Source: an optimization exercise on an open RTL-to-GDS flow (aim: small area, a short achievable clock period and few clock cycles per item). Production flows keep margins and buffers that such runs may drop. Function was checked by simulation only, so behaviour that the tests miss may differ from the original. No activity file was given, so power comes from the tool's default toggle rates.

Setup of job 8793:
// pib_top
module pib_top (
    input  wire        clk,
    input  wire        rst,           
    input  wire        host_valid,
    input  wire        host_write,
    input  wire [1:0]  host_size,     
    input  wire [17:0] host_addr,     
    input  wire [31:0] host_wdata,
    output wire        host_ready,
    output wire [31:0] host_rdata,
    output wire        host_err
);
Size: about 10000 cells after synthesis, about 2100 flip-flops, roughly 90 I/O pins, ~0.11 mm^2 of cells after synthesis.
Settings: LEC_CHECK=0, CAP_MARGIN=30, CORE_MARGIN=2, CORE_UTILIZATION=40, CTS_BUF_LIST=sky130_fd_sc_hd__clkbuf_16, CTS_CLUSTER_DIAMETER=60, CTS_CLUSTER_SIZE=30, PLACE_DENSITY=0.6, SETUP_SLACK_MARGIN=5, SLEW_MARGIN=20; clock period 12.0 ns.
run.sh (not shown) runs the stock make flow with config.mk's settings and CLKGATE_MAP_FILE= SYNTH_SCRIPT=/design/flow/synth_recipe.tcl, a recipe that flattens the netlist after the stock synthesis.
Testbench counts of job 8793, summed over its fixed seeds: cycles 38,968, items 1,200.
### job 8793 -> job 3989
Settings: TNS_END_PERCENT now 0, previously not set.
==> run notes <==
- Of job 3989 and job 8793, job 3989 shows the lower top achievable clock speed, with job 8793 above it.
- Higher post-layout minimum cycle time goes to job 3989 over job 8793.
- On total length of routed wires, job 8793 loses to job 3989.
- The slack of the critical path number comes out lower for job 3989 vs job 8793.
- Job 8793 ended up with more cell instances than job 3989 did.
- Data arrival at the endpoint of the critical path for job 3989: 3470 ps up relative to job 8793
- Relative to job 8793, reg-to-reg setup timing slack decreased by 620 ps in job 3989.
#### Input delta (job 5416 over job 3989)
Settings: CTS_CLUSTER_SIZE now 35, was 30; TNS_END_PERCENT no longer set, was 0; CTS_CLUSTER_DIAMETER now 70, was 60.
==> comparison <==
Every stage of job 5416 finished as expected; the final checks, on the other hand, flagged max-capacitance violations, max-slew violations, which means the layout fails. Side by side, via count turned out higher in job 5416 than in job 3989. Diff job 3989 and job 5416: fraction of power spent switching nets lower in job 3989. | number of cell instances on the worst register-to-register path | lower: job 5416 |. Compared with job 3989, job 5416 shows a lower switching power. Total routed wirelength on job 5416 is up relative to job 3989. Job 5416 ends up with higher share of total power in sequential cells than job 3989 does. Re growth of design area from synthesis to finish: job 3989 was lower than job 5416. Relative to job 3989, maximum cell stage delay along the critical path has decreased by 150 ps in job 5416. The areal power density over the cells number comes out lower for job 5416 vs job 3989. | critical path arrival | job 5416 vs job 3989 | 3500 ps lower |. Compare job 3989 and job 5416 | total power higher: job 3989.
Changes in job 8055 relative to job 5416:
Settings: swapping 70 for 60 in CTS_CLUSTER_DIAMETER; swapping 0.6 for 0.7 in PLACE_DENSITY; swapping 35 for 30 in CTS_CLUSTER_SIZE.
## What came out
- Looking at switching share of power across job 8055 and job 5416, the one that comes out lower is job 8055.
- In terms of async set or reset register ratio after synthesis, job 8055 and job 5416 differ only marginally.
- Job 8055 | stages: all done | timing, DRC, antenna: all pass
- | first-iteration detailed-routing DRC count | higher: job 8055 |
- The leakage power figure of job 8055 exceeds that of job 5416 by 0.76%.
- Going from job 5416 to job 8055, area of the multi-input gates -240 um^2, number of non-clock inverters saw little to no change, switching power summed over all nets went up by about 6%, fraction of area in clock buffers and inverters now larger.
- The fmax number comes out lower for job 8055 vs job 5416.
- Job 8055 and job 5416 ended up with nearly the same aggregate routed wire length.
Modified inputs, job 2246 compared to job 8055
Settings: an added TNS_END_PERCENT of 0; a change of CORE_UTILIZATION from 40 to 50; a change of PLACE_DENSITY from 0.7 to 0.65.
- In summary, job 2246 completed successfully, with a layout that passed the timing, design-rule and antenna checks.
- Proportion of power drawn by the clock network sits lower in job 2246 than in job 8055.
- Against job 8055 as the reference, job 2246 delivers a lower wire length of the first global-routing pass.
- Higher total leakage power goes to job 8055 over job 2246.
- Compare job 8055 and job 2246 | number of tap cells added at floorplan lower: job 2246
- Going from job 8055 to job 2246, the via count was found to have gone up by 1372.
- On multi-input gate share of total cell area: between job 8055 and job 2246, it ends up higher for job 2246.
- Between job 8055 and job 2246, the core utilization is higher for job 2246.
- Between job 8055 and job 2246, the deepest clock path buffer count is lower for job 2246.
> inputs changed (job 2246 -> job 9417)
Settings: swapping 0.65 for 0.6 in PLACE_DENSITY; clearing CTS_CLUSTER_DIAMETER, which used to be 60; clearing TNS_END_PERCENT, which used to be 0; swapping 50 for 40 in CORE_UTILIZATION; clearing CTS_CLUSTER_SIZE, which used to be 30; clearing CTS_BUF_LIST, which used to be sky130_fd_sc_hd__clkbuf_16.
[summary]
From job 9417 to job 2246, adder and majority gate portion of the synthesized area did not move at all.
Looking only at total power consumption of the routed design, and setting everything else aside, the lower value of job 2246 and job 9417 goes to job 2246.
Comparing clock skew after layout for job 2246 and job 9417, the smaller number came from job 2246.
Going from job 2246 to job 9417, the wire length was found to have gone up by 6.6%.
Pre-CTS worst setup slack came out higher on job 9417 than on job 2246.
Re share of total power in sequential cells: job 2246 and job 9417 aren't equal, and the higher value belongs to job 2246.
Job 9417 vs. job 2246: maximum cell stage delay along the critical path down 270 ps; half-perimeter wire length of the detailed placement result up about 6%.

========
Another version of the RTL of pib_top (not shown whole).
For scale: ~9,700 cells after synthesis, about 2,000 flip-flops, about 90 I/O pins.
Settings: LEC_CHECK=0, CAP_MARGIN=20, CORE_MARGIN=2, CORE_UTILIZATION=25, PLACE_DENSITY=0.45, SLEW_MARGIN=20; clock period 12.0 ns.
The starting point went through all stages and came out clean.
Testbench counts at the start, summed over its fixed seeds: cycles 39,988, items 1,200.
Rerun with:
Settings changed: ABC_CLOCK_PERIOD_IN_PS from default to 6000, CORE_UTILIZATION 25 to 55, CTS_BUF_LIST from default to sky130_fd_sc_hd__clkbuf_4 sky130_fd_sc_hd__clkbuf_8, CTS_CLUSTER_SIZE from default to 30, PLACE_DENSITY 0.45 to 0.65, SETUP_SLACK_MARGIN from default to 4.5.
This time the run finished but failed the layout checks on antenna violations; wire length went down by 8.4%; setup slack is better by 0.15 ns; worst hold slack gets better by 0.0041 ns; via count rose by about 9%.

-- what the ideal ports hide --
The results above use ideal ports. As a check the final layouts listed here were re-extracted and re-timed, cells and wires unchanged. Step 1, drivers: a clkbuf_16 drives clk and a buf_2 each remaining input, both assumed. Step 2 times the ports against the registers' clock, not the clock port: input delays grow and output delays shrink by t, the midpoint of the rising clock arrivals with the driver on. Slacks: no drivers / after step 1 / after step 2; pairs: no drivers / after step 1.
| run | t (ns) | setup WS [ns] | worst hold slack (ns) | cell pins on the clock port's net |
|---|---|---|---|---|
| job 8793 | 1.073 | 4.182 / 3.973 / 3.735 | 0.457 / 0.457 / 0.457 | 1 |
| job 3989 | 1.030 | 3.964 / 3.964 / 3.215 | 0.455 / 0.455 / 0.455 | 1 |
| job 5416 | 1.027 | 4.213 / 3.962 / 3.752 | 0.459 / 0.459 / 0.459 | 1 |
| job 8055 | 1.087 | 4.178 / 4.132 / 3.412 | 0.456 / 0.456 / 0.456 | 1 |
| job 2246 | 0.976 | 4.023 / 3.782 / 3.230 | 0.462 / 0.462 / 0.462 | 1 |
| job 9417 | 1.068 | 4.167 / 3.908 / 3.651 | 0.457 / 0.457 / 0.457 | 1 |
| the first run of note 2 | 1.059 | 0.546 / 0.546 / 0.469 | 0.450 / 0.450 / 0.450 | 1 |
| the second run of note 2 | 1.245 | 0.697 / 0.591 / 0.709 | 0.454 / 0.454 / 0.454 | 1 |
For job 2246, which loses most, drivers alone change the setup slack by -0.241 ns; drivers and shift together by -0.793 ns.
